This is an optimization exercise on Yosys and OpenROAD, whose aim is small area, a short achievable clock period and few clock cycles per item, not a production implementation.
Where RTL was checked, it was by simulation tests only, not by an equivalence proof against the original.
The RTL of runs 5 and 6 was laid out without a check of its function.
Power figures rest on the tool's default switching activity, not on a simulated workload.

[flow/run.sh]
#!/bin/bash
# synth_recipe.tcl (not shown) runs the flow's synth.tcl, then flattens the netlist and writes it again
# the make line also repeats each setting of config.mk as NAME=value (left out here)
make -C /OpenROAD-flow-scripts/flow DESIGN_CONFIG=/design/flow/config.mk WORK_HOME=/design/flow/orfs CLKGATE_MAP_FILE= SYNTH_SCRIPT=/design/flow/synth_recipe.tcl finish
[flow/config.mk]
export PLATFORM = sky130hd
export DESIGN_NAME = fx25_kiss_enc
export DESIGN_NICKNAME = fx25_kiss_enc
export VERILOG_FILES = /design/flow/design.v
export SDC_FILE = /design/flow/constraint.sdc
export NUM_CORES = 4
export LEC_CHECK = 0
export CAP_MARGIN = 20
export CORE_MARGIN = 2
export CORE_UTILIZATION = 40
export SETUP_SLACK_MARGIN = 2.6
export SLEW_MARGIN = 20
[flow/constraint.sdc]
create_clock -name core_clock -period 5.0 [get_ports {clk}]
set_input_delay 1.0000 -clock core_clock [delete_from_list [all_inputs] [get_ports {clk}]]
set_output_delay 1.0000 -clock core_clock [all_outputs]
set_load 0.01 [all_outputs]
[flow/design.v]
module crc16_ccitt (
    input  wire        clk,
    input  wire        init,    
    input  wire        en,      
    input  wire [7:0]  data_in,
    output reg  [15:0] crc,
    output reg  [15:0] crc_next
);
    function [15:0] crc_byte;
        input [15:0] c;
        input [7:0]  b;
        integer k;
        reg [15:0] r;
        begin
            r = c ^ {b, 8'h00};
            for (k = 0; k < 8; k = k + 1)
                r = r[15] ? ((r << 1) ^ 16'h1021) : (r << 1);
            crc_byte = r;
        end
    endfunction
    always @(*) begin
        if (init)
            crc_next = 16'hFFFF;
        else if (en)
            crc_next = crc_byte(crc, data_in);
        else
            crc_next = crc;
    end
    always @(posedge clk)
        crc <= crc_next;
endmodule
module rs_enc_255_223 (
    input  wire       clk,
    input  wire       en,
    input  wire       dat_nx,
    input  wire [7:0] data_nx,
    output wire [7:0] par_out
);
    function [7:0] gen_coef;
        input integer k;
        begin
            case (k)
                0:  gen_coef = 8'h01;  1:  gen_coef = 8'h5B;  2:  gen_coef = 8'h7F;
                3:  gen_coef = 8'h56;  4:  gen_coef = 8'h10;  5:  gen_coef = 8'h1E;
                6:  gen_coef = 8'h0D;  7:  gen_coef = 8'hEB;  8:  gen_coef = 8'h61;
                9:  gen_coef = 8'hA5;  10: gen_coef = 8'h08;  11: gen_coef = 8'h2A;
                12: gen_coef = 8'h36;  13: gen_coef = 8'h56;  14: gen_coef = 8'hAB;
                15: gen_coef = 8'h20;  16: gen_coef = 8'h71;  17: gen_coef = 8'h20;
                18: gen_coef = 8'hAB;  19: gen_coef = 8'h56;  20: gen_coef = 8'h36;
                21: gen_coef = 8'h2A;  22: gen_coef = 8'h08;  23: gen_coef = 8'hA5;
                24: gen_coef = 8'h61;  25: gen_coef = 8'hEB;  26: gen_coef = 8'h0D;
                27: gen_coef = 8'h1E;  28: gen_coef = 8'h10;  29: gen_coef = 8'h56;
                30: gen_coef = 8'h7F;  31: gen_coef = 8'h5B;
                default: gen_coef = 8'h01;
            endcase
        end
    endfunction
    function [7:0] gf_mul;
        input [7:0] a;
        input [7:0] b;
        integer k;
        reg [7:0] r;
        begin
            r = 8'h00;
            for (k = 7; k >= 0; k = k - 1) begin
                r = r[7] ? ((r << 1) ^ 8'h87) : (r << 1);
                if (b[k])
                    r = r ^ a;
            end
            gf_mul = r;
        end
    endfunction
    reg  [7:0] par [0:31];    
    reg  [7:0] fb;            
    assign par_out = par[0];
    wire [7:0] par0_nx = en ? (par[1] ^ gf_mul(fb, gen_coef(31))) : par[0];
    integer j;
    always @(posedge clk) begin
        fb <= (data_nx ^ par0_nx) & {8{dat_nx}};
        if (en) begin
            for (j = 0; j < 31; j = j + 1)
                par[j] <= par[j+1] ^ gf_mul(fb, gen_coef(31 - j));
            par[31] <= fb;
        end
    end
endmodule
module fx25_kiss_enc (
    input  wire        clk,
    input  wire        rst,
    input  wire        chunk_valid,
    output reg         chunk_ready,
    input  wire [7:0]  chunk_len,
    input  wire [47:0] dst_call,      
    input  wire [3:0]  dst_ssid,
    input  wire [47:0] src_call,      
    input  wire [3:0]  src_ssid,
    input  wire        in_valid,
    output reg         in_ready,
    input  wire [7:0]  in_data,
    output reg         out_valid,
    input  wire        out_ready,
    output reg  [7:0]  out_data,
    output reg         out_last,
    output reg  [15:0] skip_count
);
    localparam [3:0] S_IDLE  = 4'd0,
                     S_CMD   = 4'd1,
                     S_TAG   = 4'd2,
                     S_HDR   = 4'd3,
                     S_CTL   = 4'd4,
                     S_PID   = 4'd5,
                     S_PAY   = 4'd6,
                     S_FCS0  = 4'd7,
                     S_FCS1  = 4'd8,
                     S_PAD   = 4'd9,
                     S_PAR   = 4'd10,
                     S_FEND1 = 4'd11;
    localparam [7:0] FEND = 8'hC0, FESC = 8'hDB, TFEND = 8'hDC, TFESC = 8'hDD;
    localparam [7:0] MAX_PAYLOAD = 8'd150;
    wire       len_ok = (chunk_len <= MAX_PAYLOAD);
    reg        dv;           
    reg [7:0]  owed;         
    reg [1:0]  pb_n;
    reg [7:0]  pb0, pb1;
    reg [3:0]  phase;
    reg [7:0]  cnt;
    reg        a_valid, a_rs, a_crc, a_par, a_cw, a_last;
    reg [7:0]  a;
    reg        b_valid, b_rs, b_par, b_cw, b_last;
    reg [7:0]  b;
    reg        esc_pend, esc_fend;
    reg        fl_on;
    reg [4:0]  fl_cnt;
    reg        skip_evt;
    wire [15:0] crc, crc_next;
    wire [7:0]  par_out;
    function [7:0] tag_byte;
        input [2:0] i;
        begin
            case (i)
                3'd0: tag_byte = 8'hCC;  3'd1: tag_byte = 8'h8F;
                3'd2: tag_byte = 8'h8A;  3'd3: tag_byte = 8'hE4;
                3'd4: tag_byte = 8'h85;  3'd5: tag_byte = 8'hE2;
                3'd6: tag_byte = 8'h98;  default: tag_byte = 8'h01;
            endcase
        end
    endfunction
    reg [7:0] hdr_byte;
    always @(*) begin
        case (cnt[3:0])
            4'd0:  hdr_byte = {dst_call[46:40], 1'b0};
            4'd1:  hdr_byte = {dst_call[38:32], 1'b0};
            4'd2:  hdr_byte = {dst_call[30:24], 1'b0};
            4'd3:  hdr_byte = {dst_call[22:16], 1'b0};
            4'd4:  hdr_byte = {dst_call[14:8],  1'b0};
            4'd5:  hdr_byte = {dst_call[6:0],   1'b0};
            4'd6:  hdr_byte = {3'b011, dst_ssid, 1'b0};
            4'd7:  hdr_byte = {src_call[46:40], 1'b0};
            4'd8:  hdr_byte = {src_call[38:32], 1'b0};
            4'd9:  hdr_byte = {src_call[30:24], 1'b0};
            4'd10: hdr_byte = {src_call[22:16], 1'b0};
            4'd11: hdr_byte = {src_call[14:8],  1'b0};
            4'd12: hdr_byte = {src_call[6:0],   1'b0};
            default: hdr_byte = {3'b011, src_ssid, 1'b1};
        endcase
    end
    wire       advance = !out_valid || out_ready;
    wire       take    = b_valid && advance && !esc_pend;    
    wire       mv      = a_valid && (!b_valid || take);      
    wire [7:0] ob      = b_par ? par_out : b;
    wire       ob_fend = (ob == FEND);
    wire       ob_esc  = b_cw && (ob_fend || (ob == FESC));
    wire pay_last = (owed == 8'd0) && (pb_n == 2'd1);
    wire pay_none = (owed == 8'd0) && (pb_n == 2'd0);
    reg  s_has;
    always @(*) begin
        case (phase)
            S_IDLE:  s_has = dv;
            S_HDR:   s_has = !fl_on;
            S_PAY:   s_has = (pb_n != 2'd0);
            default: s_has = 1'b1;
        endcase
    end
    wire s_ld = s_has && (!a_valid || mv);                   
    wire pop  = s_ld && (phase == S_PAY);
    wire push = in_valid && in_ready;
    crc16_ccitt u_crc (
        .clk      (clk),
        .init     (s_ld && (phase == S_IDLE)),
        .en       (mv && a_crc),
        .data_in  (a),
        .crc      (crc),
        .crc_next (crc_next)
    );
    wire [7:0] b_nx    = mv ? a : b;
    wire       b_rs_nx = !rst && (mv ? a_rs : b_rs);
    rs_enc_255_223 u_rs (
        .clk     (clk),
        .en      ((take && (b_rs || b_par)) || fl_on),
        .dat_nx  (b_rs_nx),
        .data_nx (b_nx),
        .par_out (par_out)
    );
    reg [7:0] nb;
    reg       nb_rs, nb_crc, nb_par, nb_cw, nb_last;
    always @(*) begin
        nb = 8'h00; nb_rs = 1'b0; nb_crc = 1'b0; nb_par = 1'b0; nb_cw = 1'b1; nb_last = 1'b0;
        case (phase)
            S_IDLE:  begin nb = FEND; nb_cw = 1'b0; end
            S_CMD:   begin nb = 8'h00; nb_cw = 1'b0; end
            S_TAG:   nb = tag_byte(cnt[2:0]);
            S_HDR:   begin nb = hdr_byte; nb_rs = 1'b1; nb_crc = 1'b1; end
            S_CTL:   begin nb = 8'h03; nb_rs = 1'b1; nb_crc = 1'b1; end
            S_PID:   begin nb = 8'hF0; nb_rs = 1'b1; nb_crc = 1'b1; end
            S_PAY:   begin nb = pb0; nb_rs = 1'b1; nb_crc = 1'b1; end
            S_FCS0:  begin nb = ~crc_next[7:0]; nb_rs = 1'b1; end
            S_FCS1:  begin nb = ~crc[15:8]; nb_rs = 1'b1; end
            S_PAD:   begin nb = 8'h00; nb_rs = 1'b1; end
            S_PAR:   nb_par = 1'b1;
            default: begin nb = FEND; nb_cw = 1'b0; nb_last = 1'b1; end
        endcase
    end
    wire       own       = (phase == S_CMD) || (phase == S_TAG) || (phase == S_HDR);
    wire       hdr_done  = s_ld && (phase == S_HDR) && (cnt[3:0] == 4'd13);
    wire       cr_next   = !chunk_ready &&
                           (hdr_done || (!own && chunk_valid && !len_ok));
    wire [7:0] owed_next = (chunk_ready && len_ok) ? chunk_len : (owed - {7'd0, push});
    reg  [1:0] pb_n_next;
    always @(*) begin
        pb_n_next = pb_n;
        if (push && !pop)
            pb_n_next = pb_n + 2'd1;
        else if (pop && !push)
            pb_n_next = pb_n - 2'd1;
    end
    always @(posedge clk) begin
        case (pb_n)
            2'd0: if (push) pb0 <= in_data;
            2'd1: begin
                      if (push && pop)  pb0 <= in_data;
                      if (push && !pop) pb1 <= in_data;
                  end
            default: if (pop) pb0 <= pb1;
        endcase
        if (s_ld) begin
            a <= nb;
            a_rs <= nb_rs; a_crc <= nb_crc; a_par <= nb_par; a_cw <= nb_cw; a_last <= nb_last;
        end
        b    <= b_nx;
        b_rs <= b_rs_nx;
        if (mv) begin
            b_par <= a_par; b_cw <= a_cw; b_last <= a_last;
        end
        if (take) begin
            out_data <= ob_esc ? FESC : ob;
            out_last <= b_last;
            esc_fend <= ob_fend;
        end else if (advance && esc_pend) begin
            out_data <= esc_fend ? TFEND : TFESC;
            out_last <= 1'b0;
        end
        if (skip_evt && (skip_count != 16'hFFFF))
            skip_count <= skip_count + 16'd1;
        if (fl_on)
            fl_cnt <= fl_cnt + 5'd1;
        if (rst) begin
            dv          <= 1'b0;
            chunk_ready <= 1'b0;
            in_ready    <= 1'b0;
            owed        <= 8'd0;
            pb_n        <= 2'd0;
            phase       <= S_IDLE;
            a_valid     <= 1'b0;
            b_valid     <= 1'b0;
            esc_pend    <= 1'b0;
            out_valid   <= 1'b0;
            skip_evt    <= 1'b0;
            skip_count  <= 16'd0;
            fl_on       <= 1'b1;
            fl_cnt      <= 5'd0;
        end else begin
            dv          <= chunk_valid && len_ok && !chunk_ready;
            chunk_ready <= cr_next;
            owed        <= owed_next;
            in_ready    <= (owed_next != 8'd0) && (pb_n_next != 2'd2);
            pb_n        <= pb_n_next;
            skip_evt    <= chunk_valid && chunk_ready && !len_ok;
            if (fl_on && (fl_cnt == 5'd31))
                fl_on <= 1'b0;
            if (s_ld)
                a_valid <= 1'b1;
            else if (mv)
                a_valid <= 1'b0;
            if (mv)
                b_valid <= 1'b1;
            else if (take)
                b_valid <= 1'b0;
            if (advance) begin
                out_valid <= b_valid || esc_pend;
                if (esc_pend)
                    esc_pend <= 1'b0;
                else if (b_valid)
                    esc_pend <= ob_esc;
            end
            if (s_ld) begin
                cnt <= cnt + 8'd1;
                case (phase)
                    S_IDLE:  phase <= S_CMD;
                    S_CMD:   begin phase <= S_TAG; cnt <= 8'd0; end
                    S_TAG:   if (cnt[2:0] == 3'd7) begin phase <= S_HDR; cnt <= 8'd0; end
                    S_HDR:   if (cnt[3:0] == 4'd13) phase <= S_CTL;
                    S_CTL:   phase <= S_PID;
                    S_PID:   phase <= pay_none ? S_FCS0 : S_PAY;
                    S_PAY:   if (pay_last) phase <= S_FCS0;
                    S_FCS0:  phase <= S_FCS1;
                    S_FCS1:  phase <= S_PAD;
                    S_PAD:   if (cnt == 8'd222) begin phase <= S_PAR; cnt <= 8'd0; end
                    S_PAR:   if (cnt[4:0] == 5'd31) phase <= S_FEND1;
                    default: phase <= S_IDLE;
                endcase
            end
        end
    end
endmodule
==> flow_metrics.py, run 1 <==
metrics = {
    "yosys": {
        "synth_edf_count": 306,
        "synth_top_area_share_pct": 50.16,
        "syn_inst": 1394,
        "ys_seq_area_share_pct": 58.57,
        "syn_area_mm2": 0.01832,
        "synth_top_area_cell": "edfxtp_1",
        "synth_cell_types": 75,
        "synth_nets": 1532,
        "yosys-top-cells-area": "edfxtp_1 50%, xnor2_1 15%, dfxtp_1 8.4%",
        "synth.avg_cell_area_um2": 13.14,
        "synth_async_sr_flop_share_pct": 0,
        "synth_seq_cells": 383,
        "ys.warnings.count": 4,
        "synth_ff_type": "edfxtp_1",
    },
    "placed_design": {
        "place_worst_setup_slack_ps": 1415,
        "finalWeightedCongestion": 0.8444,
        "io_buffers": 140,
        "dp_hpwl_um": 26960,
        "post_dp_cell_area_mm2": 0.02037,
    },
    "sta": {
        "skew_ps": 21.26,
        "hold_viol_final": 0,
        "worstMarginPinSlew_ps": 894.0,
        "setup_viol": 0,
        "max-slew-margin-rel_pct": 39.97,
        "worst_slack_ps": 2666,
        "rsz0062_at_grt": "true",
        "drv_slew": 0,
        "finalCritPeriodShare_pct": 46.68,
        "timing.hold.ws_ps": 421.2,
        "layout_min_cycle_time_ps": 2334,
        "max_freq_mhz": 428.5,
    },
    "power": {
        "p_int_uw": 10450,
        "power_frac_comb_pct": 36.0,
        "pwr-share-seq_pct": 41.0,
        "p_sw_uw": 4839,
        "powerDensity_mw_per_mm2": 667.0,
        "clock_power_share_pct": 22.9,
        "leakage_uw": 0.008366,
        "sw_frac_of_total_pct": 31.65,
        "peakVddDrop_v": 0.0003073,
    },
    "global_routing": {
        "grt_pass1_vias": 11310,
        "antenna_found_initial": 0,
        "grt_pass1_wl_um": 65000,
        "grt_max_degree": 76,
        "grt-ovfl-total": 0,
        "track_usage_pct": 17.71,
    },
    "cts": {
        "cts_tree": "yes",
        "clkSinkCount": 383,
        "cts-root-buf": "clkbuf_16",
        "numCtsBuffers": 44,
        "clk_latency_ps": 570,
        "hold_buffers": 0,
        "clock_path_buffers": 3,
        "htree_levels": 2,
        "path_clk_slew_ps": 60,
    },
    "critical_path": {
        "cp_slowest_cell": "dfxtp_2",
        "cp.buffers_inverters": 0,
        "arrival_ps": 2620,
        "path_delay_family": "XOR/XNOR gates",
        "startpoint_type": "flip-flop",
        "critPathRequiredTime_ps": 5290,
        "cp_cell_sequence": "xor2_1 > xnor2_2 > xnor2_2 > xnor2_1 > xnor2_2",
        "cp-end-kind": "flip-flop",
        "criticalPathCategory": "flip-flop to flip-flop",
        "crit_top_cell": "xnor2_2",
        "ff2ff_path_depth": 5,
        "cp_max_fo": 8,
        "slowest_delay_ps": 590,
        "r2r-start": "u_rs.fb[0]",
        "r2r_end": "u_rs.par[1][3]",
        "r2r_slack_ps": 2670,
    },
    "min_path": {
        "min_to": "b_cw",
        "whs_path_depth": 0,
        "hp-class": "flip-flop to flip-flop",
        "min_from": "a_cw",
    },
    "floorplanning": {
        "ios": 153,
        "num_rows": 78,
        "die_w_um": 218.0,
        "coreArea_mm2": 0.04528,
        "dieArea_mm2": 0.04753,
        "die_y_um": 218.0,
        "initial_core_util_pct": 40.46,
    },
    "routing": {
        "antenna_left": 0,
        "drt_iter0_markers": 778,
        "drc_errors": 0,
        "route.detailed.vias_per_inst": 5.050,
        "num_vias": 11270,
        "first_pass_iters": 6,
        "wire_per_inst_um": 18.77,
        "routed_wl_um": 41880,
    },
    "flow_run": {
        "cap_violations": 0,
    },
    "layout": {
        "fin_area_mm2": 0.02292,
        "drive_above_1_share_pct": 16.37,
        "antenna_cells": 0,
        "area_delta_synth_final_pct": 25.13,
        "nNetsFinal": 1734,
        "fill_cells": 3973,
    },
    "outcome": {
        "status": "complete, no violations",
    },
}
==> power by group through the flow <==
stage	sequential (µW)	combinational (µW)	clock, µW
6_report	6270	5510	3510
2_1_floorplan	6010	4110	0
4_1_cts	6280	5400	3580
5_1_grt	6410	6050	3700
3_5_place_dp	6300	5140	0
3_3_place_gp	6310	5050	0
==> synth_stat cells, drive strengths merged, types with 5 or more instances <==
cell type / number
a211oi: 11
a21oi: 42
a221oi: 11
a222oi: 5
a22o: 7
a22oi: 14
a31oi: 10
and3: 11
buf: 33
clkbuf: 32
dfxtp: 77
edfxtp: 306
ha: 13
inv: 20
mux2: 23
mux2i: 25
nand2: 64
nand2b: 10
nand3: 24
nand4: 8
nor2: 83
nor2b: 13
nor3: 19
o211ai: 11
o21ai: 26
o311ai: 5
or3: 8
xnor2: 337
xor2: 78
==> logic make-up after synthesis <==
kind of cell	synth area share, %
mux	2.780
buf+inv	2.165
xor+xnor	21.62
flops	58.57
compound gates	6.789
simple gates	7.192
fa+ha+maj	0.8879
==> placed cells by master (no fill, tap or decap), drive strengths merged, types with 28 or more instances in the layout <==
cell	synthesis	final
xnor2	337	337
edfxtp	306	306
clkdlybuf4s50	0	109
nor2	83	83
buf	33	81
xor2	78	78
dfxtp	77	77
nand2	64	64
clkbuf	32	57
a21oi	42	42
dlygate4sd2	0	28
==> layer usage <==
layer,GRT usage [%],wire [µm],up-vias
met2,27.25,19090,255
met5,0,0,-
met4,4.694,742,0
li1,-,-,5419
met3,3.668,1987,57
met1,25.38,20070,5535
==> what timing repair did <==
| item | 4_1_cts | 5_1_grt |
|---|---|---|
| gates resized for setup | 97 | 32 |
| gates cloned | 2 | 1 |
| pin swaps | 17 | 10 |
| setup buffers | 32 | 29 |
| setup endpoints to repair | 464 | 319 |
| hold endpoints to repair | 0 | 0 |
==> layout make-up <==
class                   count  area [µm²]  share of cell area (%)
multi-input cells         925        7601                   33.16
clock buffers              56        1207                   5.267
flip-flops and latches    383       10760                   46.95
clock inverters            25       365.4                   1.594
well taps                 600       750.7                   3.275
repair buffers            221        2150                   9.377
inverters                  21       86.33                  0.3766
==> per-stage QoR <==
| step | utilization [%] | TNS, ps | instances | power, µW |
|---|---|---|---|---|
| 2_1_floorplan | - | -248860 | 1394 | 10120 |
| 3_3_place_gp | 44.99 | 0 | 2086 | 11360 |
| 3_5_place_dp | 44.99 | 0 | 2086 | 11440 |
| 4_1_cts | 49.77 | 0 | 2201 | 15270 |
| 5_1_grt | 50.62 | 0 | 2231 | 16160 |
| 6_report | 50.62 | 0 | 2231 | 15290 |
==> registers in the layout, indices dropped and copies added, names as in the netlist, 2 cells and up <==
name / cells
skip_count: 16
phase: 4
a: 8
owed: 8
pb1: 8
fl_cnt: 5
cnt: 8
b: 8
u_crc.crc: 16
u_rs.fb: 8
u_rs.par: 256
pb_n: 2
pb0: 8
out_data: 8
==> worst max path at each step <==
stage | cells after the start | endpoint | start
2_1_floorplan | 7 | u_rs.par[0][0] | out_ready
6_report | 5 | u_rs.par[1][3] | u_rs.fb[0]
5_1_grt | 10 | phase[0] | cnt[1]
3_5_place_dp | 7 | a[4] | out_ready
3_3_place_gp | 7 | a[4] | out_ready
4_1_cts | 9 | a[4] | cnt[0]
Testbench counts, summed over its fixed seeds: cycles 34,364, frames 128.
==> run 2: changes to the inputs <==
--- a/flow/config.mk
+++ b/flow/config.mk
@@ -9,4 +9,4 @@
 export CORE_MARGIN = 2
 export CORE_UTILIZATION = 40
-export SETUP_SLACK_MARGIN = 2.6
+export SETUP_SLACK_MARGIN = 2.8
 export SLEW_MARGIN = 20
==> flow_metrics.py, run 2 <==
metrics = {
    "sta": {
        "worst_slack_ps": 2721,
        "hold_viol_final": 0,
        "max_freq_mhz": 438.7,
        "setup_viol": 0,
        "worstMarginPinSlew_ps": 972.1,
        "skew_ps": 16.01,
        "max-slew-margin-rel_pct": 35.19,
        "fin_tns_setup_ps": 0,
        "rsz0062_at_grt": "true",
        "layout_min_cycle_time_ps": 2279,
        "drv_slew": 0,
        "timing.hold.ws_ps": 426.4,
        "finalCritPeriodShare_pct": 45.59,
    },
    "yosys": {
        "synth_seq_cells": 383,
        "synth_top_area_cell": "edfxtp_1",
        "netlist_top_cells_count": "317 x xnor2_1, 306 x edfxtp_1, 83 x nor2_1, 77 x dfxtp_1, 73 x xor2_1",
        "syn_inst": 1394,
        "ys.warnings.count": 4,
        "yosys-top-cells-area": "edfxtp_1 50%, xnor2_1 15%, dfxtp_1 8.4%",
        "synth_nets": 1532,
        "syn_area_mm2": 0.01832,
        "synth_top_area_share_pct": 50.16,
        "ys_seq_area_share_pct": 58.57,
        "synth_cell_types": 75,
        "synth_ff_type": "edfxtp_1",
        "synth_edf_count": 306,
        "yosysMostFrequentCell": "xnor2_1",
        "synth_async_sr_flop_share_pct": 0,
        "synth.avg_cell_area_um2": 13.14,
    },
    "critical_path": {
        "slowest_delay_ps": 400,
        "startpoint_type": "input port",
        "cp.buffers_inverters": 1,
        "cp_cell_sequence": "clkdlybuf4s50_1 > a222oi_1 > a21oi_1 > a311oi_1 > a21oi_1 > o21ai_2 > o311ai_1",
        "r2r_slack_ps": 2750,
        "r2r-start": "cnt[1]",
        "critPathRequiredTime_ps": 5290,
        "cp_max_fo": 1,
        "path_delay_family": "compound AO/OA/AOI/OAI gates",
        "cp_slowest_cell": "clkdlybuf4s50_1",
        "arrival_ps": 2570,
        "cp.depth": 7,
        "cp-end-kind": "flip-flop",
        "crit_top_cell": "a21oi_1",
        "criticalPathCategory": "input port to flip-flop",
        "ff2ff_path_depth": 10,
        "r2r_end": "phase[1]",
    },
    "floorplanning": {
        "die_w_um": 218.0,
        "ios": 153,
        "num_rows": 78,
        "dieArea_mm2": 0.04753,
        "initial_core_util_pct": 40.46,
        "coreArea_mm2": 0.04528,
        "die_y_um": 218.0,
    },
    "global_routing": {
        "grt_pass1_vias": 11510,
        "antenna_found_initial": 0,
        "grt_pass1_wl_um": 66020,
        "grt-ovfl-total": 0,
        "grt_max_degree": 51,
        "track_usage_pct": 18.07,
    },
    "power": {
        "leakage_uw": 0.008552,
        "powerDensity_mw_per_mm2": 657.6,
        "peakVddDrop_v": 0.0002963,
        "total_power_uw": 15460,
    },
    "routing": {
        "routed_wl_um": 43130,
        "first_pass_iters": 5,
        "num_vias": 11580,
        "routed.top_layer": "met4",
        "wl_met1_um": 20020,
        "route.detailed.vias_per_inst": 5.089,
        "antenna_left": 0,
        "wire_per_inst_um": 18.96,
        "wl_met3_um": 2165,
        "drt_iter0_markers": 874,
        "dr_wl_met2_um": 20190,
        "drc_errors": 0,
    },
    "layout": {
        "final_common_cell": "edfxtp_1",
        "multiInputGateArea_mm2": 0.007856,
        "top_register": "u_rs.par",
        "seqCellArea_mm2": 0.01082,
        "area_delta_synth_final_pct": 28.34,
        "antenna_cells": 0,
        "largestRegisters": "u_rs.par x256, skip_count x16, u_crc.crc x16",
        "post-route-util_pct": 51.92,
        "drive_above_1_share_pct": 22.87,
        "layout_common_cells": "306 x edfxtp_1, 302 x xnor2_1, 108 x buf_4, 103 x clkdlybuf4s50_1, 82 x nor2_1",
        "fill_cells": 3934,
        "largest_reg_flops": 256,
        "nNetsFinal": 1779,
    },
    "placed_design": {
        "finalWeightedCongestion": 0.8285,
        "io_buffers": 140,
        "place_worst_setup_slack_ps": 1419,
        "dp_hpwl_um": 26960,
    },
    "cts": {
        "cts-root-buf": "clkbuf_16",
        "clock_path_buffers": 3,
        "cts_tree": "yes",
        "clk_latency_ps": 560,
        "numCtsBuffers": 42,
        "path_clk_slew_ps": 60,
        "clkSinkCount": 383,
        "htree_levels": 2,
    },
    "outcome": {
        "status": "complete, no violations",
    },
    "flow_run": {
        "cap_violations": 0,
    },
    "min_path": {
        "min_from": "a_cw",
        "whs_path_depth": 0,
        "min_to": "b_cw",
        "hp-class": "flip-flop to flip-flop",
    },
}
## run 2: cell counts after synthesis
Identical to the previous run, type by type.
## run 2: where the power goes
part / switching, µW / internal (µW) / total, µW
combinational: 2860 / 3000 / 5860
clock: 1280 / 2060 / 3340
sequential: 781 / 5480 / 6260
total: 4920 / 10500 / 15500
## run 2: routing by layer
layer	global-route usage, %	vias to the layer above
li1	-	5496
met1	25.32	5755
met2	28.38	273
met3	3.989	54
met4	4.649	0
met5	0	-
## run 2: cell families after synthesis
group | count (synthesis) | synth area share [%]
mux | 48 | 2.780
simple gates | 269 | 7.192
xor+xnor | 417 | 21.62
buf+inv | 86 | 2.165
flops | 383 | 58.57
fa+ha+maj | 13 | 0.8879
compound gates | 178 | 6.789
## run 2: how the worst max path moves through the flow
stage / startpoint / to / slack (ps)
6_report: dst_call[3] / a[4] / 2720
5_1_grt: dst_call[3] / a[4] / 2600
4_1_cts: src_call[43] / a[4] / 2710
3_5_place_dp: out_ready / a[3] / 1420
3_3_place_gp: out_ready / a[4] / 1440
2_1_floorplan: out_ready / u_rs.par[0][0] / -970
## run 2: worst register-to-register path: cells and delay by family, from the launching register on
family,cells,cell delay [ps]
flops,1,390
compound gates,4,850
buf+inv,2,210
fa+ha+maj,2,400
simple gates,2,310
## run 2: through the flow
| step | cells | area (µm²) |
|---|---|---|
| after floorplan | 1394 | 18450 |
| after global placement | 2087 | 20440 |
| after detailed placement | 2087 | 20440 |
| after CTS | 2240 | 22960 |
| after global routing | 2275 | 23510 |
| final | 2275 | 23510 |
## run 2: repair_timing
action / CTS / global route
pin swaps: 26 / 23
gates cloned: 4 / 0
gates resized for setup: 206 / 73
buffers inserted: 71 / 35
endpoints found under the setup margin: 541 / 201
hold endpoints to repair: 0 / 0
hold buffers: 0 / 0
## run 2: cell type report
class	count	area share [%]
flip-flops and latches	383	46.03
multi-input cells	926	33.41
repair buffers	267	10.60
clock buffers	55	5.119
well taps	600	3.193
clock inverters	23	1.229
inverters	21	0.4098
==> run 3: changes to the inputs <==
--- a/flow/config.mk
+++ b/flow/config.mk
@@ -8,5 +8,6 @@
 export CAP_MARGIN = 20
 export CORE_MARGIN = 2
-export CORE_UTILIZATION = 40
+export CORE_UTILIZATION = 60
+export CTS_BUF_LIST = sky130_fd_sc_hd__clkbuf_4
 export SETUP_SLACK_MARGIN = 2.8
 export SLEW_MARGIN = 20
==> flow_metrics.py, run 3 <==
metrics = {
    "global_routing": {
        "track_usage_pct": 26.55,
        "grt-ovfl-total": 0,
        "grt_max_degree": 98,
        "grt_pass1_wl_um": 64760,
        "grt_pass1_vias": 12180,
        "antenna_found_initial": 1,
    },
    "sta": {
        "hold_viol_final": 0,
        "rsz0062_at_grt": "true",
        "fin_tns_setup_ps": 0,
        "layout_min_cycle_time_ps": 2263,
        "max-slew-margin-rel_pct": 38.18,
        "skew_ps": 53.61,
        "worstMarginPinSlew_ps": 927.3,
        "drv_slew": 0,
        "finalCritPeriodShare_pct": 45.26,
        "setup_viol": 0,
        "worst_slack_ps": 2737,
        "max_freq_mhz": 441.9,
    },
    "layout": {
        "layout_common_cells": "306 x edfxtp_1, 304 x xnor2_1, 141 x clkbuf_4, 110 x buf_4, 108 x clkdlybuf4s50_1",
        "final_common_cell": "edfxtp_1",
        "largestRegisters": "u_rs.par x256, skip_count x16, u_crc.crc x16",
        "top_register": "u_rs.par",
        "area_delta_synth_final_pct": 25.64,
        "largest_reg_flops": 256,
        "drive_above_1_share_pct": 27.08,
        "nNetsFinal": 1838,
        "post-route-util_pct": 77.04,
    },
    "floorplanning": {
        "num_rows": 63,
        "ios": 153,
        "coreArea_mm2": 0.02987,
        "die_y_um": 178.7,
        "die_w_um": 178.7,
        "dieArea_mm2": 0.03195,
        "initial_core_util_pct": 61.32,
    },
    "yosys": {
        "syn_inst": 1394,
        "yosys-top-cells-area": "edfxtp_1 50%, xnor2_1 15%, dfxtp_1 8.4%",
        "synth_ff_type": "edfxtp_1",
        "synth.avg_cell_area_um2": 13.14,
        "ys.warnings.count": 4,
        "netlist_top_cells_count": "317 x xnor2_1, 306 x edfxtp_1, 83 x nor2_1, 77 x dfxtp_1, 73 x xor2_1",
        "yosysMostFrequentCell": "xnor2_1",
        "synth_nets": 1532,
        "synth_seq_cells": 383,
        "ys_seq_area_share_pct": 58.57,
        "synth_top_area_share_pct": 50.16,
        "synth_edf_count": 306,
        "synth_top_area_cell": "edfxtp_1",
        "syn_area_mm2": 0.01832,
        "synth_cell_types": 75,
        "synth_async_sr_flop_share_pct": 0,
    },
    "min_path": {
        "min_from": "a_cw",
        "min_to": "b_cw",
        "whs_path_depth": 0,
        "hp-class": "flip-flop to flip-flop",
    },
    "critical_path": {
        "slowest_delay_ps": 440,
        "r2r_slack_ps": 2740,
        "cp_cell_sequence": "buf_4 > ha_4 > buf_12 > a222oi_1 > a211oi_1 > a21oi_1 > a21oi_2 > a41oi_2 > o211ai_1",
        "startpoint_type": "flip-flop",
        "cp.buffers_inverters": 2,
        "cp-end-kind": "flip-flop",
        "arrival_ps": 2710,
        "cp_max_fo": 12,
        "r2r_end": "a[1]",
        "ff2ff_path_depth": 9,
        "cp_slowest_cell": "edfxtp_1",
        "criticalPathCategory": "flip-flop to flip-flop",
        "critPathRequiredTime_ps": 5450,
        "path_delay_family": "compound AO/OA/AOI/OAI gates",
        "r2r-start": "cnt[1]",
    },
    "cts": {
        "numCtsBuffers": 99,
        "clk_latency_ps": 760,
        "cts_tree": "yes",
        "clkSinkCount": 383,
        "clock_path_buffers": 3,
        "htree_levels": 3,
        "cts-root-buf": "clkbuf_4",
        "path_clk_slew_ps": 60,
    },
    "placed_design": {
        "io_buffers": 140,
        "dp_hpwl_um": 26130,
        "finalWeightedCongestion": 0.8356,
        "place_worst_setup_slack_ps": 1172,
    },
    "routing": {
        "route.detailed.vias_per_inst": 5.582,
        "drc_errors": 0,
        "wire_per_inst_um": 19.60,
        "antenna_left": 0,
        "first_pass_iters": 7,
        "num_vias": 12100,
        "routed_wl_um": 42470,
        "drt_iter0_markers": 1047,
    },
    "flow_run": {
        "cap_violations": 0,
    },
    "power": {
        "powerDensity_mw_per_mm2": 641.0,
        "leakage_uw": 0.008583,
        "peakVddDrop_v": 0.0002882,
    },
    "outcome": {
        "status": "complete, no violations",
    },
}
## run 3: worst max path at each step
| stage | endpoint | start | cells after the start |
|---|---|---|---|
| detailed placement | u_rs.par[14][7] | out_ready | 9 |
| global placement | u_rs.par[14][5] | out_ready | 9 |
| finish | a[1] | cnt[1] | 9 |
| floorplan | u_rs.par[0][0] | out_ready | 7 |
| CTS | u_rs.fb[6] | u_rs.fb[3] | 6 |
| global route | out_data[3] | out_data[3] | 1 |
## run 3: cell type report
class	instances	area [µm²]
Timing Repair Buffer	270	2532
Clock buffer	141	1059
Sequential cell	383	10810
Tap cell	390	488.0
Multi-Input combinational cell	925	7812
Antenna cell	1	2.502
Clock inverter	36	224.0
Fill cell	1931	6858
Inverter	21	88.84
## run 3: per-stage QoR
step                      instances  hold slack, ps  total power [µW]  area [µm²]
final                          2167           424.6             14750       23020
after global routing           2167           450.0             15630       23020
after CTS                      2116           421.1             14560       22290
after detailed placement       1878           411.1             11460       20160
after global placement         1878           405.4             11330       20160
after floorplan                1394           400.3             10140       18450
## run 3: what timing repair did
| action | CTS | global route |
|---|---|---|
| setup buffers | 60 | 48 |
| resized for setup | 236 | 74 |
| endpoints found under the setup margin | 510 | 136 |
| pin swaps | 16 | 32 |
| hold buffers | 0 | 0 |
| cloned | 1 | 2 |
## run 3: cells by family after synthesis
kind of cell / count (synthesis) / share of synthesized area, %
AND/OR/NAND/NOR: 269 / 7.192
flip-flops: 383 / 58.57
multiplexers: 48 / 2.780
XOR/XNOR: 417 / 21.62
buffers and inverters: 86 / 2.165
AO/OA/AOI/OAI: 178 / 6.789
adder cells (fa/ha/maj): 13 / 0.8879
## run 3: where the power goes
part	leakage [µW]	internal [µW]	switching [µW]	total, µW
clock network	0.000764	1460	1290	2740
logic	0.00392	2900	2850	5750
registers	0.00390	5480	781	6260
## run 3: metal layers
layer | track usage [%] | wire (µm)
met1 | 33.65 | 17710
met2 | 45.46 | 21610
met3 | 4.665 | 1915
met4 | 10.37 | 1237
met5 | 0 | 0
==> run 4: changes to the inputs <==
--- a/flow/config.mk
+++ b/flow/config.mk
@@ -9,5 +9,5 @@
 export CORE_MARGIN = 2
 export CORE_UTILIZATION = 60
-export CTS_BUF_LIST = sky130_fd_sc_hd__clkbuf_4
+export CTS_BUF_LIST = sky130_fd_sc_hd__clkbuf_8
 export SETUP_SLACK_MARGIN = 2.8
 export SLEW_MARGIN = 20
==> flow_metrics.py, run 4 <==
metrics = {
    "global_routing": {
        "grt_max_degree": 50,
        "grt-ovfl-total": 0,
        "grt_pass1_vias": 11920,
        "grt_pass1_wl_um": 64850,
        "track_usage_pct": 26.71,
        "antenna_found_initial": 0,
    },
    "yosys": {
        "synth_nets": 1532,
        "syn_area_mm2": 0.01832,
        "synth_ff_type": "edfxtp_1",
        "synth_top_area_cell": "edfxtp_1",
        "yosysMostFrequentCell": "xnor2_1",
        "yosys-top-cells-area": "edfxtp_1 50%, xnor2_1 15%, dfxtp_1 8.4%",
        "ys_seq_area_share_pct": 58.57,
        "synth_seq_cells": 383,
        "synth_edf_count": 306,
        "synth_async_sr_flop_share_pct": 0,
        "netlist_top_cells_count": "317 x xnor2_1, 306 x edfxtp_1, 83 x nor2_1, 77 x dfxtp_1, 73 x xor2_1",
        "synth.avg_cell_area_um2": 13.14,
        "syn_inst": 1394,
        "ys.warnings.count": 4,
        "synth_cell_types": 75,
        "synth_top_area_share_pct": 50.16,
    },
    "layout": {
        "largest_reg_flops": 256,
        "largestRegisters": "u_rs.par x256, skip_count x16, u_crc.crc x16",
        "fin_area_mm2": 0.02307,
        "nNetsFinal": 1793,
        "area_delta_synth_final_pct": 25.91,
        "layout_common_cells": "306 x edfxtp_1, 304 x xnor2_1, 105 x clkdlybuf4s50_1, 87 x buf_4, 78 x nor2_1",
        "drive_above_1_share_pct": 23.65,
        "antenna_cells": 0,
        "final_common_cell": "edfxtp_1",
        "top_register": "u_rs.par",
    },
    "routing": {
        "drt_iter0_markers": 992,
        "first_pass_iters": 5,
        "route.detailed.vias_per_inst": 5.640,
        "routed_wl_um": 42460,
        "drc_errors": 0,
        "antenna_left": 0,
        "wire_per_inst_um": 20.28,
        "num_vias": 11810,
    },
    "placed_design": {
        "dp_hpwl_um": 26130,
        "io_buffers": 140,
        "place_worst_setup_slack_ps": 1172,
        "post_dp_cell_area_mm2": 0.02016,
        "finalWeightedCongestion": 0.8356,
    },
    "critical_path": {
        "criticalPathCategory": "flip-flop to flip-flop",
        "startpoint_type": "flip-flop",
        "cp_max_fo": 9,
        "cp-end-kind": "flip-flop",
        "arrival_ps": 2570,
        "critPathRequiredTime_ps": 5320,
    },
    "sta": {
        "layout_min_cycle_time_ps": 2252,
        "worstMarginPinSlew_ps": 976.9,
        "timing.hold.ws_ps": 423.8,
        "max-slew-margin-rel_pct": 34.40,
        "drv_slew": 0,
        "fin_tns_setup_ps": 0,
        "rsz0062_at_grt": "true",
        "max_freq_mhz": 444.0,
        "hold_viol_final": 0,
        "worst_slack_ps": 2748,
        "skew_ps": 44.11,
        "finalCritPeriodShare_pct": 45.04,
        "setup_viol": 0,
    },
    "floorplanning": {
        "initial_core_util_pct": 61.32,
        "num_rows": 63,
        "dieArea_mm2": 0.03195,
        "die_y_um": 178.7,
        "die_w_um": 178.7,
        "coreArea_mm2": 0.02987,
        "ios": 153,
    },
    "power": {
        "peakVddDrop_v": 0.0003093,
        "leakage_uw": 0.008532,
        "powerDensity_mw_per_mm2": 642.5,
    },
    "cts": {
        "cts_tree": "yes",
        "clkSinkCount": 383,
        "clock_path_buffers": 3,
        "htree_levels": 3,
        "path_clk_slew_ps": 60,
        "hold_buffers": 0,
        "clk_latency_ps": 590,
        "numCtsBuffers": 66,
        "cts-root-buf": "clkbuf_8",
    },
    "outcome": {
        "status": "complete, no violations",
    },
    "flow_run": {
        "cap_violations": 0,
    },
    "min_path": {
        "hp-class": "flip-flop to flip-flop",
    },
}
==> run 4: cells by family after synthesis <==
group | after synthesis | synth area share (%)
buffers and inverters | 86 | 2.165
and+or+nand+nor | 269 | 7.192
muxes | 48 | 2.780
adders and majority gates | 13 | 0.8879
AOI/OAI and AO/OA | 178 | 6.789
xor gates and xnor gates | 417 | 21.62
DFF | 383 | 58.57
==> run 4: what timing repair did <==
| item | 4_1_cts | 5_1_grt |
|---|---|---|
| gates cloned | 3 | 3 |
| gates resized for setup | 219 | 86 |
| pin swaps | 19 | 31 |
| setup buffers | 60 | 33 |
| endpoints found under the setup margin | 527 | 207 |
| hold endpoints to repair | 0 | 0 |
==> run 4: report_power, final <==
| part | leakage [µW] | internal (µW) | switching, µW |
|---|---|---|---|
| Sequential | 0.00390 | 5490 | 801 |
| Combinational | 0.00392 | 2950 | 2880 |
| Clock | 0.000715 | 1420 | 1290 |
==> run 4: worst max-delay path, stage by stage (launching register included) <==
cell and delay (ps):
edfxtp_1 440, buf_6 160, ha_4 180, buf_6 120, buf_12 130, a222oi_1 330
nand2_1 130, a21oi_2 170, a21oi_2 50, o21ai_1 150, o311ai_1 110
==> run 4: final timing paths <==
path               start    to  slack [ps]  depth (start not counted)
hold / removal      a_cw  b_cw         420                          0
setup / recovery  cnt[0]  a[3]        2750                         10
setup reg to reg  cnt[0]  a[3]        2750                         10
hold reg to reg     a_cw  b_cw         420                          0
==> run 4: area by class of cell <==
type                            instances  area [µm²]
Timing Repair Buffer                  258        2529
Inverter                               21       96.34
Clock buffer                           70       963.4
Multi-Input combinational cell        925        7894
Sequential cell                       383       10810
Clock inverter                         47       285.3
Tap cell                              390       488.0
Fill cell                            1867        6809
==> run 4: per-layer routing <==
layer / track usage [%] / up-vias / share of wire, %
met5: 0 / - / 0
li1: - / 5537 / -
met2: 45.30 / 362 / 50
met3: 4.707 / 95 / 4.5
met1: 33.94 / 5816 / 42
met4: 11.14 / 0 / 3.2
==> run 4: stage by stage <==
step	cells	utilization (%)	total power, µW
floorplan	1394	-	10140
global route	2094	77.21	15660
CTS	2058	75.02	14550
detailed placement	1878	67.48	11460
global placement	1878	67.48	11330
finish	2094	77.21	14820
==> run 5: changes to the inputs <==
--- a/flow/design.v
+++ b/flow/design.v
@@ -104,16 +104,6 @@
     output reg  [15:0] skip_count
 );
-    localparam [3:0] S_IDLE  = 4'd0,
-                     S_CMD   = 4'd1,
-                     S_TAG   = 4'd2,
-                     S_HDR   = 4'd3,
-                     S_CTL   = 4'd4,
-                     S_PID   = 4'd5,
-                     S_PAY   = 4'd6,
-                     S_FCS0  = 4'd7,
-                     S_FCS1  = 4'd8,
-                     S_PAD   = 4'd9,
-                     S_PAR   = 4'd10,
-                     S_FEND1 = 4'd11;
+    localparam I_IDLE = 0, I_CMD = 1, I_TAG = 2, I_HDR = 3, I_CTL = 4, I_PID = 5,
+               I_PAY = 6, I_FCS0 = 7, I_FCS1 = 8, I_PAD = 9, I_PAR = 10, I_FEND1 = 11;
     localparam [7:0] FEND = 8'hC0, FESC = 8'hDB, TFEND = 8'hDC, TFESC = 8'hDD;
     localparam [7:0] MAX_PAYLOAD = 8'd150;
@@ -123,5 +113,5 @@
     reg [1:0]  pb_n;
     reg [7:0]  pb0, pb1;
-    reg [3:0]  phase;
+    reg [11:0] ph;
     reg [7:0]  cnt;
     reg        a_valid, a_rs, a_crc, a_par, a_cw, a_last;
@@ -171,21 +161,18 @@
     wire       ob_fend = (ob == FEND);
     wire       ob_esc  = b_cw && (ob_fend || (ob == FESC));
+    wire tag_end  = (cnt[2:0] == 3'd7);
+    wire hdr_end  = (cnt[3:0] == 4'd13);
+    wire pad_end  = (cnt == 8'd222);
+    wire par_end  = (cnt[4:0] == 5'd31);
     wire pay_last = (owed == 8'd0) && (pb_n == 2'd1);
     wire pay_none = (owed == 8'd0) && (pb_n == 2'd0);
-    reg  s_has;
-    always @(*) begin
-        case (phase)
-            S_IDLE:  s_has = dv;
-            S_HDR:   s_has = !fl_on;
-            S_PAY:   s_has = (pb_n != 2'd0);
-            default: s_has = 1'b1;
-        endcase
-    end
+    wire s_has = !((ph[I_IDLE] && !dv) || (ph[I_HDR] && fl_on) ||
+                   (ph[I_PAY] && (pb_n == 2'd0)));
     wire s_ld = s_has && (!a_valid || mv);                   
-    wire pop  = s_ld && (phase == S_PAY);
+    wire pop  = s_ld && ph[I_PAY];
     wire push = in_valid && in_ready;
     crc16_ccitt u_crc (
         .clk      (clk),
-        .init     (s_ld && (phase == S_IDLE)),
+        .init     (s_ld && ph[I_IDLE]),
         .en       (mv && a_crc),
         .data_in  (a),
@@ -202,28 +189,25 @@
         .par_out (par_out)
     );
-    reg [7:0] nb;
-    reg       nb_rs, nb_crc, nb_par, nb_cw, nb_last;
-    always @(*) begin
-        nb = 8'h00; nb_rs = 1'b0; nb_crc = 1'b0; nb_par = 1'b0; nb_cw = 1'b1; nb_last = 1'b0;
-        case (phase)
-            S_IDLE:  begin nb = FEND; nb_cw = 1'b0; end
-            S_CMD:   begin nb = 8'h00; nb_cw = 1'b0; end
-            S_TAG:   nb = tag_byte(cnt[2:0]);
-            S_HDR:   begin nb = hdr_byte; nb_rs = 1'b1; nb_crc = 1'b1; end
-            S_CTL:   begin nb = 8'h03; nb_rs = 1'b1; nb_crc = 1'b1; end
-            S_PID:   begin nb = 8'hF0; nb_rs = 1'b1; nb_crc = 1'b1; end
-            S_PAY:   begin nb = pb0; nb_rs = 1'b1; nb_crc = 1'b1; end
-            S_FCS0:  begin nb = ~crc_next[7:0]; nb_rs = 1'b1; end
-            S_FCS1:  begin nb = ~crc[15:8]; nb_rs = 1'b1; end
-            S_PAD:   begin nb = 8'h00; nb_rs = 1'b1; end
-            S_PAR:   nb_par = 1'b1;
-            default: begin nb = FEND; nb_cw = 1'b0; nb_last = 1'b1; end
-        endcase
-    end
-    wire       own       = (phase == S_CMD) || (phase == S_TAG) || (phase == S_HDR);
-    wire       hdr_done  = s_ld && (phase == S_HDR) && (cnt[3:0] == 4'd13);
+    wire [7:0] nb = ({8{ph[I_IDLE] | ph[I_FEND1]}} & FEND) |
+                    ({8{ph[I_TAG]}}  & tag_byte(cnt[2:0])) |
+                    ({8{ph[I_HDR]}}  & hdr_byte) |
+                    ({8{ph[I_CTL]}}  & 8'h03) |
+                    ({8{ph[I_PID]}}  & 8'hF0) |
+                    ({8{ph[I_PAY]}}  & pb0) |
+                    ({8{ph[I_FCS0]}} & ~crc_next[7:0]) |
+                    ({8{ph[I_FCS1]}} & ~crc[15:8]);
+    wire nb_rs   = ph[I_HDR] | ph[I_CTL] | ph[I_PID] | ph[I_PAY] | ph[I_FCS0] | ph[I_FCS1] | ph[I_PAD];
+    wire nb_crc  = ph[I_HDR] | ph[I_CTL] | ph[I_PID] | ph[I_PAY];
+    wire nb_par  = ph[I_PAR];
+    wire nb_cw   = !(ph[I_IDLE] | ph[I_CMD] | ph[I_FEND1]);
+    wire nb_last = ph[I_FEND1];
+    wire       own       = ph[I_CMD] | ph[I_TAG] | ph[I_HDR];
+    wire       hdr_done  = s_ld && ph[I_HDR] && (cnt[3:0] == 4'd13);
     wire       cr_next   = !chunk_ready &&
                            (hdr_done || (!own && chunk_valid && !len_ok));
-    wire [7:0] owed_next = (chunk_ready && len_ok) ? chunk_len : (owed - {7'd0, push});
+    wire       owed_load = chunk_ready && len_ok;
+    wire [7:0] owed_next = owed_load ? chunk_len : (owed - {7'd0, push});
+    wire       owed_nz   = owed_load ? (chunk_len != 8'd0)
+                                     : ((owed != 8'd0) && !((owed == 8'd1) && push));
     reg  [1:0] pb_n_next;
     always @(*) begin
@@ -270,5 +254,5 @@
             owed        <= 8'd0;
             pb_n        <= 2'd0;
-            phase       <= S_IDLE;
+            ph          <= 12'd1 << I_IDLE;
             a_valid     <= 1'b0;
             b_valid     <= 1'b0;
@@ -283,5 +267,5 @@
             chunk_ready <= cr_next;
             owed        <= owed_next;
-            in_ready    <= (owed_next != 8'd0) && (pb_n_next != 2'd2);
+            in_ready    <= owed_nz && (pb_n_next != 2'd2);
             pb_n        <= pb_n_next;
             skip_evt    <= chunk_valid && chunk_ready && !len_ok;
@@ -304,19 +288,20 @@
             end
             if (s_ld) begin
-                cnt <= cnt + 8'd1;
-                case (phase)
-                    S_IDLE:  phase <= S_CMD;
-                    S_CMD:   begin phase <= S_TAG; cnt <= 8'd0; end
-                    S_TAG:   if (cnt[2:0] == 3'd7) begin phase <= S_HDR; cnt <= 8'd0; end
-                    S_HDR:   if (cnt[3:0] == 4'd13) phase <= S_CTL;
-                    S_CTL:   phase <= S_PID;
-                    S_PID:   phase <= pay_none ? S_FCS0 : S_PAY;
-                    S_PAY:   if (pay_last) phase <= S_FCS0;
-                    S_FCS0:  phase <= S_FCS1;
-                    S_FCS1:  phase <= S_PAD;
-                    S_PAD:   if (cnt == 8'd222) begin phase <= S_PAR; cnt <= 8'd0; end
-                    S_PAR:   if (cnt[4:0] == 5'd31) phase <= S_FEND1;
-                    default: phase <= S_IDLE;
-                endcase
+                if (ph[I_CMD] || (ph[I_TAG] && tag_end) || (ph[I_PAD] && pad_end))
+                    cnt <= 8'd0;
+                else
+                    cnt <= cnt + 8'd1;
+                ph[I_IDLE]  <= ph[I_FEND1];
+                ph[I_CMD]   <= ph[I_IDLE];
+                ph[I_TAG]   <= ph[I_CMD] | (ph[I_TAG] & !tag_end);
+                ph[I_HDR]   <= (ph[I_TAG] & tag_end) | (ph[I_HDR] & !hdr_end);
+                ph[I_CTL]   <= ph[I_HDR] & hdr_end;
+                ph[I_PID]   <= ph[I_CTL];
+                ph[I_PAY]   <= (ph[I_PID] & !pay_none) | (ph[I_PAY] & !pay_last);
+                ph[I_FCS0]  <= (ph[I_PID] & pay_none) | (ph[I_PAY] & pay_last);
+                ph[I_FCS1]  <= ph[I_FCS0];
+                ph[I_PAD]   <= ph[I_FCS1] | (ph[I_PAD] & !pad_end);
+                ph[I_PAR]   <= (ph[I_PAD] & pad_end) | (ph[I_PAR] & !par_end);
+                ph[I_FEND1] <= ph[I_PAR] & par_end;
             end
         end
==> flow_metrics.py, run 5 <==
metrics = {
    "yosys": {
        "syn_inst": 1350,
        "synth_edf_count": 306,
        "synth_ff_type": "edfxtp_1",
        "synth_top_area_cell": "edfxtp_1",
        "synth.avg_cell_area_um2": 13.48,
        "netlist_top_cells_count": "311 x xnor2_1, 306 x edfxtp_1, 85 x dfxtp_1, 79 x xor2_1, 73 x nand2_1",
        "synth_seq_cells": 391,
        "synth_top_area_share_pct": 50.51,
        "yosysMostFrequentCell": "xnor2_1",
        "synth_nets": 1488,
        "synth_async_sr_flop_share_pct": 0,
        "synth_cell_types": 70,
        "yosys-top-cells-area": "edfxtp_1 51%, xnor2_1 15%, dfxtp_1 9.4%",
        "syn_area_mm2": 0.01819,
        "ys.warnings.count": 4,
        "ys_seq_area_share_pct": 59.86,
    },
    "placed_design": {
        "placedCellCount": 1847,
        "io_buffers": 140,
        "finalWeightedCongestion": 0.8328,
        "dp_hpwl_um": 25750,
    },
    "power": {
        "peakVddDrop_v": 0.0002851,
        "powerDensity_mw_per_mm2": 586.8,
        "leakage_uw": 0.008480,
        "total_power_uw": 13210,
    },
    "critical_path": {
        "startpoint_type": "flip-flop",
        "r2r_end": "a[5]",
        "ff2ff_path_depth": 9,
        "critPathRequiredTime_ps": 5350,
        "cp-end-kind": "flip-flop",
        "r2r_slack_ps": 2730,
        "r2r-start": "cnt[0]",
        "cp_max_fo": 7,
        "crit_start": "cnt[0]",
        "arrival_ps": 2620,
        "criticalPathCategory": "flip-flop to flip-flop",
    },
    "global_routing": {
        "use_met3_pct": 4.156,
        "track_usage_pct": 25.96,
        "globalRouteMet2Util_pct": 44.88,
        "grt_pass1_wl_um": 62620,
        "busiest_layer": "met2",
        "grt_pass1_vias": 11320,
        "grtUsageMet1_pct": 33.99,
        "grt-ovfl-total": 0,
        "grt_max_degree": 114,
        "antenna_found_initial": 0,
    },
    "layout": {
        "area_delta_synth_final_pct": 23.74,
        "top_register": "u_rs.par",
        "final_common_cell": "edfxtp_1",
        "largest_reg_flops": 256,
        "drive_above_1_share_pct": 20.89,
        "largestRegisters": "u_rs.par x256, skip_count x16, u_crc.crc x16",
        "post-route-util_pct": 75.76,
        "fin_cells": 2027,
        "nNetsFinal": 1724,
        "layout_common_cells": "306 x edfxtp_1, 293 x xnor2_1, 110 x clkdlybuf4s50_1, 70 x nand2_1, 67 x xor2_1",
        "antenna_cells": 0,
    },
    "floorplanning": {
        "die_w_um": 178.1,
        "coreArea_mm2": 0.02972,
        "dieArea_mm2": 0.03173,
        "die_y_um": 178.1,
        "initial_core_util_pct": 61.22,
        "num_rows": 63,
        "ios": 153,
    },
    "sta": {
        "worstMarginPinSlew_ps": 948.5,
        "layout_min_cycle_time_ps": 2269,
        "rsz0062_at_grt": "true",
        "max_freq_mhz": 440.7,
        "timing.hold.ws_ps": 422.6,
        "hold_viol_final": 0,
        "drv_slew": 0,
        "fin_tns_setup_ps": 0,
        "finalCritPeriodShare_pct": 45.39,
        "setup_viol": 0,
        "skew_ps": 17.15,
        "max-slew-margin-rel_pct": 36.77,
    },
    "cts": {
        "clkSinkCount": 391,
        "numCtsBuffers": 61,
        "path_clk_slew_ps": 70,
        "htree_levels": 2,
        "hold_buffers": 0,
        "clk_latency_ps": 620,
        "clock_path_buffers": 3,
        "cts_tree": "yes",
        "cts-root-buf": "clkbuf_8",
    },
    "routing": {
        "drt_iter0_markers": 930,
        "antenna_left": 0,
        "first_pass_iters": 5,
        "routed_wl_um": 40720,
        "route.detailed.vias_per_inst": 5.575,
        "num_vias": 11300,
        "wire_per_inst_um": 20.09,
        "drc_errors": 0,
    },
    "min_path": {
        "hp-class": "flip-flop to flip-flop",
        "min_to": "b_par",
        "whs_path_depth": 0,
        "min_from": "a_par",
    },
    "flow_run": {
        "cap_violations": 0,
    },
    "outcome": {
        "status": "complete, no violations",
    },
}
-- run 5: worst max-delay path by stage --
stage / to / cells past startpoint
floorplan: u_rs.fb[2] / 6
global placement: ph[9] / 8
detailed placement: a[5] / 7
CTS: a[5] / 9
global route: a[5] / 9
finish: a[5] / 9
-- run 5: critical path, stage by stage (launching register included) --
cell and delay, ps:
edfxtp_1 430, buf_6 150, ha_4 190, buf_6 140
buf_6 120, a222oi_1 360, mux2i_1 120, o22ai_1 170
a31o_2 210, o2111ai_2 120
-- run 5: repair_timing --
action | 4_1_cts | 5_1_grt
resized for setup | 233 | 54
cloned | 3 | 1
pin swaps | 17 | 16
endpoints found under the setup margin | 504 | 133
buffers inserted | 48 | 14
-- run 5: cell families after synthesis --
| logic type | share of synthesized area [%] |
|---|---|
| buffers and inverters | 2.153 |
| AO/OA/AOI/OAI | 6.609 |
| AND/OR/NAND/NOR | 5.866 |
| flip-flops | 59.86 |
| multiplexers | 3.157 |
| XOR/XNOR | 21.46 |
| adder cells (fa/ha/maj) | 0.8940 |
-- run 5: final cells by class --
cell class / instances / area [µm²]
well taps: 390 / 488.0
repair buffers: 229 / 2178
flip-flops and latches: 391 / 10960
multi-input cells: 869 / 7604
inverters: 33 / 127.6
clock buffers: 64 / 880.8
repair inverters: 1 / 7.507
fillers: 1849 / 7204
clock inverters: 50 / 269.0
-- run 5: routing by layer --
metal  routed length, µm  vias up
li1                    -     5323
met3                1838       69
met4                 889        0
met2               20700      339
met5                   0        -
met1               17290     5569
-- run 5: where the power goes --
part           internal, µW  leakage [µW]  switching, µW
Combinational          2390       0.00386           2190
Sequential             5410       0.00393            685
Clock                  1290      0.000688           1250
-- run 5: stage by stage --
stage               setup slack, ps  instance area (µm²)
floorplan                      2169                18340
global placement               1583                20090
detailed placement             1531                20090
CTS                            2690                22140
global route                   2610                22510
finish                         2731                22510
==> run 6: changes to the inputs <==
==> flow/flow/run.sh (new file) <==
#!/bin/bash
set -euo pipefail
export BUFFER_PORTS_ARGS="-buffer_cell sky130_fd_sc_hd__buf_2"
export CTS_ARGS="-sink_clustering_enable -repair_clock_nets -dont_use_dummy_load -buf_list sky130_fd_sc_hd__clkbuf_16 -sink_clustering_size 30 -sink_clustering_max_diameter 100"
bash standard.sh > standard_flow.log 2>&1
==> flow/standard.sh (new file) <==
#!/bin/bash
# synth_recipe.tcl (not shown) runs the flow's synth.tcl, then flattens the netlist and writes it again
# the make line also repeats each setting of config.mk as NAME=value (left out here)
make -C /OpenROAD-flow-scripts/flow DESIGN_CONFIG=/design/flow/config.mk WORK_HOME=/design/flow/orfs CLKGATE_MAP_FILE= SYNTH_SCRIPT=/design/flow/synth_recipe.tcl "${@:-finish}"
--- a/flow/config.mk
+++ b/flow/config.mk
@@ -9,5 +9,4 @@
 export CORE_MARGIN = 2
 export CORE_UTILIZATION = 60
-export CTS_BUF_LIST = sky130_fd_sc_hd__clkbuf_8
 export SETUP_SLACK_MARGIN = 2.8
 export SLEW_MARGIN = 20
removed: flow/run.sh
==> flow_metrics.py, run 6 <==
metrics = {
    "critical_path": {
        "cp.buffers_inverters": 2,
        "cp_max_fo": 7,
        "critPathRequiredTime_ps": 5280,
        "criticalPathCategory": "flip-flop to flip-flop",
        "slowest_delay_ps": 420,
        "path_delay_family": "compound AO/OA/AOI/OAI gates",
        "arrival_ps": 2520,
        "cp_slowest_cell": "edfxtp_1",
        "cp_cell_sequence": "buf_6 > ha_4 > buf_4 > a222oi_1 > nand3_1 > a32oi_2 > a21oi_2 > a211o_1",
        "ff2ff_path_depth": 8,
        "crit_start": "cnt[0]",
        "cp.depth": 8,
        "r2r-start": "cnt[0]",
        "startpoint_type": "flip-flop",
        "cp-end-kind": "flip-flop",
    },
    "global_routing": {
        "busiest_layer": "met2",
        "grt_pass1_vias": 10880,
        "use_met3_pct": 2.835,
        "grtUsageMet1_pct": 33.10,
        "track_usage_pct": 24.52,
        "globalRouteMet2Util_pct": 42.81,
        "grt_pass1_wl_um": 59840,
        "grt-ovfl-total": 0,
        "antenna_found_initial": 0,
        "grt_max_degree": 92,
    },
    "sta": {
        "max_freq_mhz": 445.9,
        "drv_slew": 0,
        "layout_min_cycle_time_ps": 2243,
        "fin_tns_setup_ps": 0,
        "worstMarginPinSlew_ps": 967.4,
        "hold_viol_final": 0,
        "worst_slack_ps": 2757,
        "max-slew-margin-rel_pct": 35.51,
        "rsz0062_at_grt": "true",
        "skew_ps": 54.27,
        "setup_viol": 0,
        "finalCritPeriodShare_pct": 44.86,
    },
    "yosys": {
        "synth_top_area_share_pct": 50.51,
        "ys.warnings.count": 4,
        "netlist_top_cells_count": "311 x xnor2_1, 306 x edfxtp_1, 85 x dfxtp_1, 79 x xor2_1, 73 x nand2_1",
        "synth.avg_cell_area_um2": 13.48,
        "yosysMostFrequentCell": "xnor2_1",
        "synth_edf_count": 306,
        "synth_top_area_cell": "edfxtp_1",
        "syn_area_mm2": 0.01819,
        "synth_seq_cells": 391,
        "synth_cell_types": 70,
        "synth_async_sr_flop_share_pct": 0,
        "ys_seq_area_share_pct": 59.86,
        "synth_nets": 1488,
        "yosys-top-cells-area": "edfxtp_1 51%, xnor2_1 15%, dfxtp_1 9.4%",
        "syn_inst": 1350,
        "synth_ff_type": "edfxtp_1",
    },
    "placed_design": {
        "io_buffers": 140,
        "post_dp_cell_area_mm2": 0.01937,
        "place_worst_setup_slack_ps": 1648,
        "dp_hpwl_um": 25420,
        "finalWeightedCongestion": 0.8416,
    },
    "routing": {
        "wire_per_inst_um": 20.27,
        "first_pass_iters": 6,
        "routed_wl_um": 39150,
        "route.detailed.vias_per_inst": 5.615,
        "antenna_left": 0,
        "drt_iter0_markers": 944,
        "drc_errors": 0,
        "num_vias": 10840,
    },
    "min_path": {
        "hp-class": "flip-flop to flip-flop",
        "whs_path_depth": 0,
        "min_from": "a_last",
    },
    "layout": {
        "nNetsFinal": 1681,
        "post-route-util_pct": 70.70,
        "fin_area_mm2": 0.02101,
        "layout_common_cells": "306 x edfxtp_1, 295 x xnor2_1, 141 x buf_2, 73 x dfxtp_1",
        "antenna_cells": 0,
        "final_common_cell": "edfxtp_1",
        "top_register": "u_rs.par",
        "drive_above_1_share_pct": 23.56,
        "area_delta_synth_final_pct": 15.47,
        "largest_reg_flops": 256,
        "largestRegisters": "u_rs.par x256, skip_count x16, u_crc.crc x16",
    },
    "cts": {
        "cts-root-buf": "clkbuf_16",
        "clock_path_buffers": 3,
        "clkSinkCount": 391,
        "numCtsBuffers": 17,
        "path_clk_slew_ps": 120,
        "cts_tree": "yes",
        "clk_latency_ps": 530,
        "hold_buffers": 0,
        "htree_levels": 1,
    },
    "power": {
        "powerDensity_mw_per_mm2": 578.8,
        "total_power_uw": 12160,
        "peakVddDrop_v": 0.0002861,
        "leakage_uw": 0.007963,
    },
    "floorplanning": {
        "coreArea_mm2": 0.02972,
        "initial_core_util_pct": 61.22,
        "ios": 153,
        "die_y_um": 178.1,
        "dieArea_mm2": 0.03173,
        "num_rows": 63,
        "die_w_um": 178.1,
    },
    "flow_run": {
        "cap_violations": 0,
    },
    "outcome": {
        "status": "complete, no violations",
    },
}
run 6: changes by cell type in the layout (fill, tap and decap cells not counted), moves of 4 or more:
cell / before / now
dfxtp_4: 15 / 6
dfxtp_1: 61 / 73
buf_2: 27 / 141
clkdlybuf4s50_1: 110 / 0
inv_1: 56 / 30
clkbuf_8: 64 / 0
xor2_4: 5 / 1
xor2_1: 67 / 71
clkbuf_16: 1 / 20
clkinv_1: 8 / 0
clkinv_2: 8 / 0
run 6: area by class of cell:
class                           count  area [µm²]
Clock buffer                       17       425.4
Fill cell                        2042        8708
Inverter                           33       127.6
Multi-Input combinational cell    869        7412
Sequential cell                   391       10920
Tap cell                          390       488.0
Timing Repair Buffer              230        1628
Timing Repair inverter              1       7.507
run 6: kinds of logic after synthesis:
| kind of cell | share of synthesized area (%) |
|---|---|
| AOI/OAI and AO/OA | 6.609 |
| xor gates and xnor gates | 21.46 |
| adders and majority gates | 0.8940 |
| buffers and inverters | 2.153 |
| DFF | 59.86 |
| muxes | 3.157 |
| and+or+nand+nor | 5.866 |
run 6: where the power goes:
group	switching [µW]	total [µW]	internal, µW	leakage (µW)
clock network	961	1580	618	0.000209
logic	2180	4510	2330	0.00383
registers	677	6070	5400	0.00393
total	3810	12200	8350	0.00796
run 6: repair_timing:
action	in CTS	in global routing
cloned	3	3
setup buffers	50	15
pin swaps	16	21
resized for setup	63	42
setup endpoints to repair	475	75
run 6: per-layer routing:
layer	vias to the layer above	part of all wire, %
met5	-	0
met4	0	2.4
met3	60	3.6
met2	224	50
met1	5382	44
li1	5176	-
run 6: worst reg2reg max path: cells and delay by family, from the launching register on:
kind	cells	cell delay (ps)
buffers and inverters	2	310
adder cells (fa/ha/maj)	1	190
AO/OA/AOI/OAI	4	980
AND/OR/NAND/NOR	1	160
flip-flops	1	420
run 6: final timing paths:
path,to,slack (ps)
max reg2reg,a[3],2760
max,a[3],2760
min,b_last,430
min reg2reg,b_last,430
run 6: metrics by stage:
| stage | cells | hold WS, ps |
|---|---|---|
| floorplan | 1350 | 400.3 |
| global placement | 1843 | 402.7 |
| detailed placement | 1843 | 404.5 |
| CTS | 1913 | 432.8 |
| global route | 1931 | 441.0 |
| finish | 1931 | 432.3 |

## port drivers added, routing unchanged
In the flow no input, the clock included, has a driving cell. The finished layouts below were timed again as built, in two steps.
Step 1, drivers: a clkbuf_16 drives clk and a buf_2 each remaining input, both assumed.
Step 2 times the ports against the registers' clock, not the clock port: input delays grow and output delays shrink by t, the midpoint of the rising clock arrivals with the driver on.
Slacks: ideal / step 1 / step 2; pairs: ideal / step 1.
run	t (ns)	setup slack, ns	worst setup path after step 2	latest minus earliest clock arrival (ns)	cell pins on the clock port's net
run 1	0.611	2.666 / 2.666 / 2.108	input to register	0.021 / 0.022	1
run 2	0.603	2.721 / 2.749 / 2.147	input to register	0.017 / 0.017	1
run 3	0.784	2.737 / 2.696 / 2.062	input to register	0.057 / 0.056	1
run 4	0.621	2.748 / 2.748 / 2.240	input to register	0.045 / 0.044	1
run 5	0.657	2.731 / 2.731 / 2.149	input to register	0.023 / 0.022	1
run 6	0.556	2.757 / 2.757 / 2.282	input to register	0.056 / 0.056	1
After both steps setup and hold are still met in every run listed. The setup slack of run 3, which loses most, moves by -0.041 ns with the drivers and by -0.675 ns with both steps.
